Source: an optimization exercise on an open RTL-to-GDS flow (aim: small area, a short achievable clock period and few clock cycles). Production flows keep margins and buffers that such runs may drop. Power figures rest on the tool's default switching activity, not on a simulated workload.

==> flow/design.v <==
module cs281_dl_rx (
    input  wire       clk,
    input  wire       rst,         
    input  wire       in_valid,
    input  wire [7:0] in_data,
    output wire       in_ready,
    output wire       ev_valid,
    input  wire       ev_ready,
    output wire [1:0] ev_kind,
    output wire [7:0] ev_data,
    output wire       ev_last,
    output wire [7:0] fault
);
    localparam [7:0] START = 8'h7B;
    localparam [7:0] STOP  = 8'h7D;
    localparam [7:0] ESC   = 8'h5C;
    localparam integer N  = 64;         
    localparam integer RP = 19;         
    localparam integer SQ = 6;          
    localparam [5:0] DR_AL = N - RP;    
    localparam [5:0] DW_EM = 1 - RP;    
    localparam [1:0] KIND_BYTE     = 2'd0;
    localparam [1:0] KIND_EMPTY    = 2'd1;
    localparam [1:0] KIND_MISMATCH = 2'd2;
    localparam [1:0] KIND_FRAMING  = 2'd3;
    reg  [7:0] ring [0:N-1];
    reg  [5:0] dr, dw;
    reg        rempty;
    reg        dwem;                    
    reg        full;                    
    reg        qe;                      
    reg        p_esc, p_hi0;            
    reg        wpar;                    
    reg        q0s;                     
    reg        f_any, f_ovf;            
    reg  [SQ-1:0] sq;                   
    reg  [SQ-1:0] th;                   
    reg           push_q, good_q;       
    reg        r_pos0, r_esc, r_emit, r_stop;    
    reg        fc_start, fc_esc, fc_rc, fc_la;   
    reg        in_ready_q;
    reg        wr_ok_q;                 
    reg        wr_en_q;                 
    reg        ev_valid_q, skip_q;      
    reg  [1:0] ev_kind_q;
    reg        ev_last_q;
    wire qfull   = full && !th[0] && !push_q;
    wire accept  = in_valid && in_ready_q;
    wire wr      = in_valid && wr_en_q;
    wire comp    = (in_data == STOP) && !qe && !p_esc;
    wire push    = wr && comp;
    wire good    = p_hi0 && !wpar;
    wire consume = skip_q || (ev_valid_q && ev_ready);
    wire pop     = skip_q && r_stop;    
    integer i;
    always @(posedge clk) begin
        ring[0] <= wr_ok_q ? in_data : ring[N-1];
        for (i = 1; i < N; i = i + 1)
            ring[i] <= ring[i-1];
    end
    wire rempty_n = !wr && (rempty || (consume && dwem));
    wire dw1_n    = wr || (dw == 6'd2);
    wire dr1_n    = !(wr && rempty) && !consume && (dr == 6'd2);
    wire wr_ok_n  = rempty_n || (dw1_n && !dr1_n);
    always @(posedge clk) begin
        if (rst) begin
            rempty <= 1'b1;
        end else begin
            rempty <= rempty_n;
        end
        dw   <= wr ? 6'd1 : dw - 6'd1;
        dr   <= (wr && rempty) ? 6'd0 : consume ? dr : dr - 6'd1;
        dwem <= !wr && (dw == DW_EM + 6'd1);
        if (rst)
            full <= 1'b0;
        else if (wr && !consume)
            full <= !rempty && (dr == 6'd2);     
        else if (consume && !wr)
            full <= 1'b0;
    end
    wire f_any_n = f_any || (accept && (qfull || (comp && !q0s)));
    wire full_n  = (wr && !consume) ? (!rempty && (dr == 6'd2))
                 : (consume && !wr) ? 1'b0 : full;
    wire th0_n   = push_q || (pop ? th[1] : th[0]);
    wire qfull_n = full_n && !th0_n && !push;
    wire sq_room = !th[SQ-2] && !(th[SQ-3] && push_q);
    always @(posedge clk) begin
        if (rst) begin
            qe    <= 1'b1;
            f_any <= 1'b0;
            f_ovf <= 1'b0;
            in_ready_q <= 1'b1;
            wr_ok_q    <= 1'b1;
            wr_en_q    <= 1'b1;
        end else begin
            f_any <= f_any_n;
            if (accept && qfull) f_ovf <= 1'b1;
            in_ready_q <= !f_any_n && sq_room && (qfull_n || wr_ok_n);
            wr_ok_q    <= wr_ok_n;
            wr_en_q    <= !f_any_n && sq_room && !qfull_n && wr_ok_n;
            if (wr) begin
                qe   <= comp;
                wpar <= !qe && (wpar ^ (^in_data));
            end
        end
    end
    always @(posedge clk) begin
        if (wr) begin
            p_esc <= (in_data == ESC);
            p_hi0 <= (in_data[7:1] == 7'd0);
            if (qe) q0s <= (in_data == START);
        end
    end
    integer k;
    always @(posedge clk) begin
        if (rst) begin
            push_q <= 1'b0;
        end else begin
            push_q <= push;
        end
        good_q <= good;
        if (rst) begin
            th <= {SQ{1'b0}};
        end else if (push_q && !pop) begin
            th <= {th[SQ-2:0], 1'b1};
        end else if (pop && !push_q) begin
            th <= {1'b0, th[SQ-1:1]};
        end
        for (k = 0; k < SQ; k = k + 1) begin
            if (push_q && (pop ? (th[k] && (k == SQ-1 || !th[k+1]))
                               : ((k == 0 || th[k-1]) && !th[k])))
                sq[k] <= good_q;
            else if (pop)
                sq[k] <= (k == SQ-1) ? 1'b0 : sq[k+1];
        end
    end
    wire [7:0] m0 = ring[RP-1];
    wire [7:0] m1 = ring[RP-2];
    wire [7:0] m2 = ring[RP-3];
    wire [7:0] m3 = ring[RP-4];
    wire m0_esc  = (m0 == ESC);
    wire m1_esc  = (m1 == ESC);
    wire nf_start = (m0 == START);
    wire nf_esc   = m0_esc;
    wire nf_rc    = (m1 == STOP) && !m0_esc;
    wire nf_la    = ((m2 == STOP) && !m1_esc) || (m1_esc && (m3 == STOP) && (m2 != ESC));
    always @(posedge clk) begin
        fc_start <= nf_start;
        fc_esc   <= nf_esc;
        fc_rc    <= nf_rc;
        fc_la    <= nf_la;
    end
    reg a_pos0, a_esc, a_emit, a_stop;
    always @(*) begin
        a_pos0 = 1'b0;
        a_esc  = r_esc;
        a_emit = r_emit;
        a_stop = 1'b0;
        if (r_stop) begin
            a_pos0 = 1'b1; a_esc = 1'b0; a_emit = 1'b0;
        end else if (r_pos0) begin
            a_stop = !fc_start || fc_rc;
        end else if (fc_rc) begin
            a_stop = 1'b1;
        end else if (!r_esc && fc_esc) begin
            a_esc = 1'b1;
        end else begin
            a_esc = 1'b0;
            if (sq[0]) a_emit = 1'b1;
        end
    end
    function automatic [3:0] beat;      
        input pos0, esc, emitd, stop, g;
        begin
            beat = 4'b0_00_1;
            if (stop) begin
                beat = 4'b0_00_1;
            end else if (pos0) begin
                beat = {1'b1, nf_start ? KIND_MISMATCH : KIND_FRAMING, 1'b1};
                if (nf_start && !nf_rc) beat[3] = 1'b0;
            end else if (nf_rc) begin
                beat = {!g || !emitd, g ? KIND_EMPTY : KIND_MISMATCH, 1'b1};
            end else if (esc || !nf_esc) begin
                beat = {g, KIND_BYTE, nf_la};
            end
        end
    endfunction
    wire       act1 = !dwem && (th[1] || (th[0] && !r_stop));
    wire       g1   = r_stop ? sq[1] : sq[0];
    wire [3:0] b1   = beat(a_pos0, a_esc, a_emit, a_stop, g1);
    wire       act0 = !rempty && th[0] && (dr == DR_AL + 6'd1);
    wire [3:0] b0   = beat(r_pos0, r_esc, r_emit, r_stop, sq[0]);
    always @(posedge clk) begin
        if (rst) begin
            r_pos0 <= 1'b1;
            r_esc  <= 1'b0;
            r_emit <= 1'b0;
            r_stop <= 1'b0;
            ev_valid_q <= 1'b0;
            skip_q     <= 1'b0;
        end else begin
            if (consume) begin
                r_pos0 <= a_pos0;
                r_esc  <= a_esc;
                r_emit <= a_emit;
                r_stop <= a_stop;
            end
            ev_valid_q <= consume ? (act1 &&  b1[3]) : (act0 &&  b0[3]);
            skip_q     <= consume ? (act1 && !b1[3]) : (act0 && !b0[3]);
        end
        ev_kind_q <= consume ? b1[2:1] : b0[2:1];
        ev_last_q <= consume ? b1[0]   : b0[0];
    end
    assign in_ready = in_ready_q;
    assign ev_valid = ev_valid_q;
    assign ev_kind  = ev_kind_q;
    assign ev_data  = ring[RP];
    assign ev_last  = ev_last_q;
    assign fault    = {2'b00, f_any, f_ovf, 4'b0000};
endmodule
clock: 8.0 ns
lec_check: 0
abc_clock_period_in_ps: 2500
cap_margin: 20
core_margin: 2
core_utilization: 40
cts_buf_list: sky130_fd_sc_hd__clkbuf_16
cts_cluster_diameter: 100
cts_cluster_size: 30
place_density: 0.6
slew_margin: 20
standard.sh (not shown) runs the stock make flow with config.mk's settings and CLKGATE_MAP_FILE= SYNTH_SCRIPT=/design/flow/synth_recipe.tcl, a recipe that flattens the netlist after the stock synthesis.
==> flow/flow/run.sh <==
#!/bin/bash
# Standard layout, with a tighter timing-repair target and faster port buffers.
set -euo pipefail
bash standard.sh SETUP_SLACK_MARGIN=5.3 "BUFFER_PORTS_ARGS=-buffer_cell sky130_fd_sc_hd__buf_2" finish > standard_flow.log 2>&1
The first run went through all stages and came out clean.
Change:
==> flow/flow/run.sh (replaced) <==
#!/bin/bash
# Standard layout, with a tighter timing-repair target and faster port buffers.
set -euo pipefail
bash standard.sh SETUP_SLACK_MARGIN=5.5 "BUFFER_PORTS_ARGS=-buffer_cell sky130_fd_sc_hd__buf_2" finish > standard_flow.log 2>&1
- The new run passed the timing, design-rule and antenna checks
- worst setup slack gains 0.027 ns
- final area is higher by 1.5%
- total power increases by 0.89%
- via count hardly moves
- sequential power is about the same
No run of this note included a check of the RTL's function; only the layout flow was run.

-- what the ideal ports hide --
In the flow no input, the clock included, has a driving cell. The finished layouts below were timed again as built, in two steps.
Step 1, drivers: a clkbuf_16 drives clk and a buf_2 each remaining input, both assumed.
Step 2 also shifts input and output timing later by t, the mid clock arrival at the registers, as if the neighbouring blocks saw the same clock.
a / b / c = ideal ports / drivers / drivers and shift; a / b = the first two.
| run | shift t [ns] | slack for setup (ns) | hold WS [ns] | clock arrival spread, ns | slew at the worst register clock pin (ns) |
|---|---|---|---|---|---|
| the first run | 0.577 | 5.313 / 5.268 / 4.928 | 0.325 / 0.325 / 0.325 | 0.022 / 0.021 | 0.12 / 0.12 |
| the second run | 0.573 | 5.340 / 5.296 / 4.989 | 0.324 / 0.324 / 0.324 | 0.017 / 0.017 | 0.11 / 0.11 |
After both steps setup and hold are still met in every run listed. For the first run, which loses most, drivers alone change the setup slack by -0.045 ns; drivers and shift together by -0.385 ns.
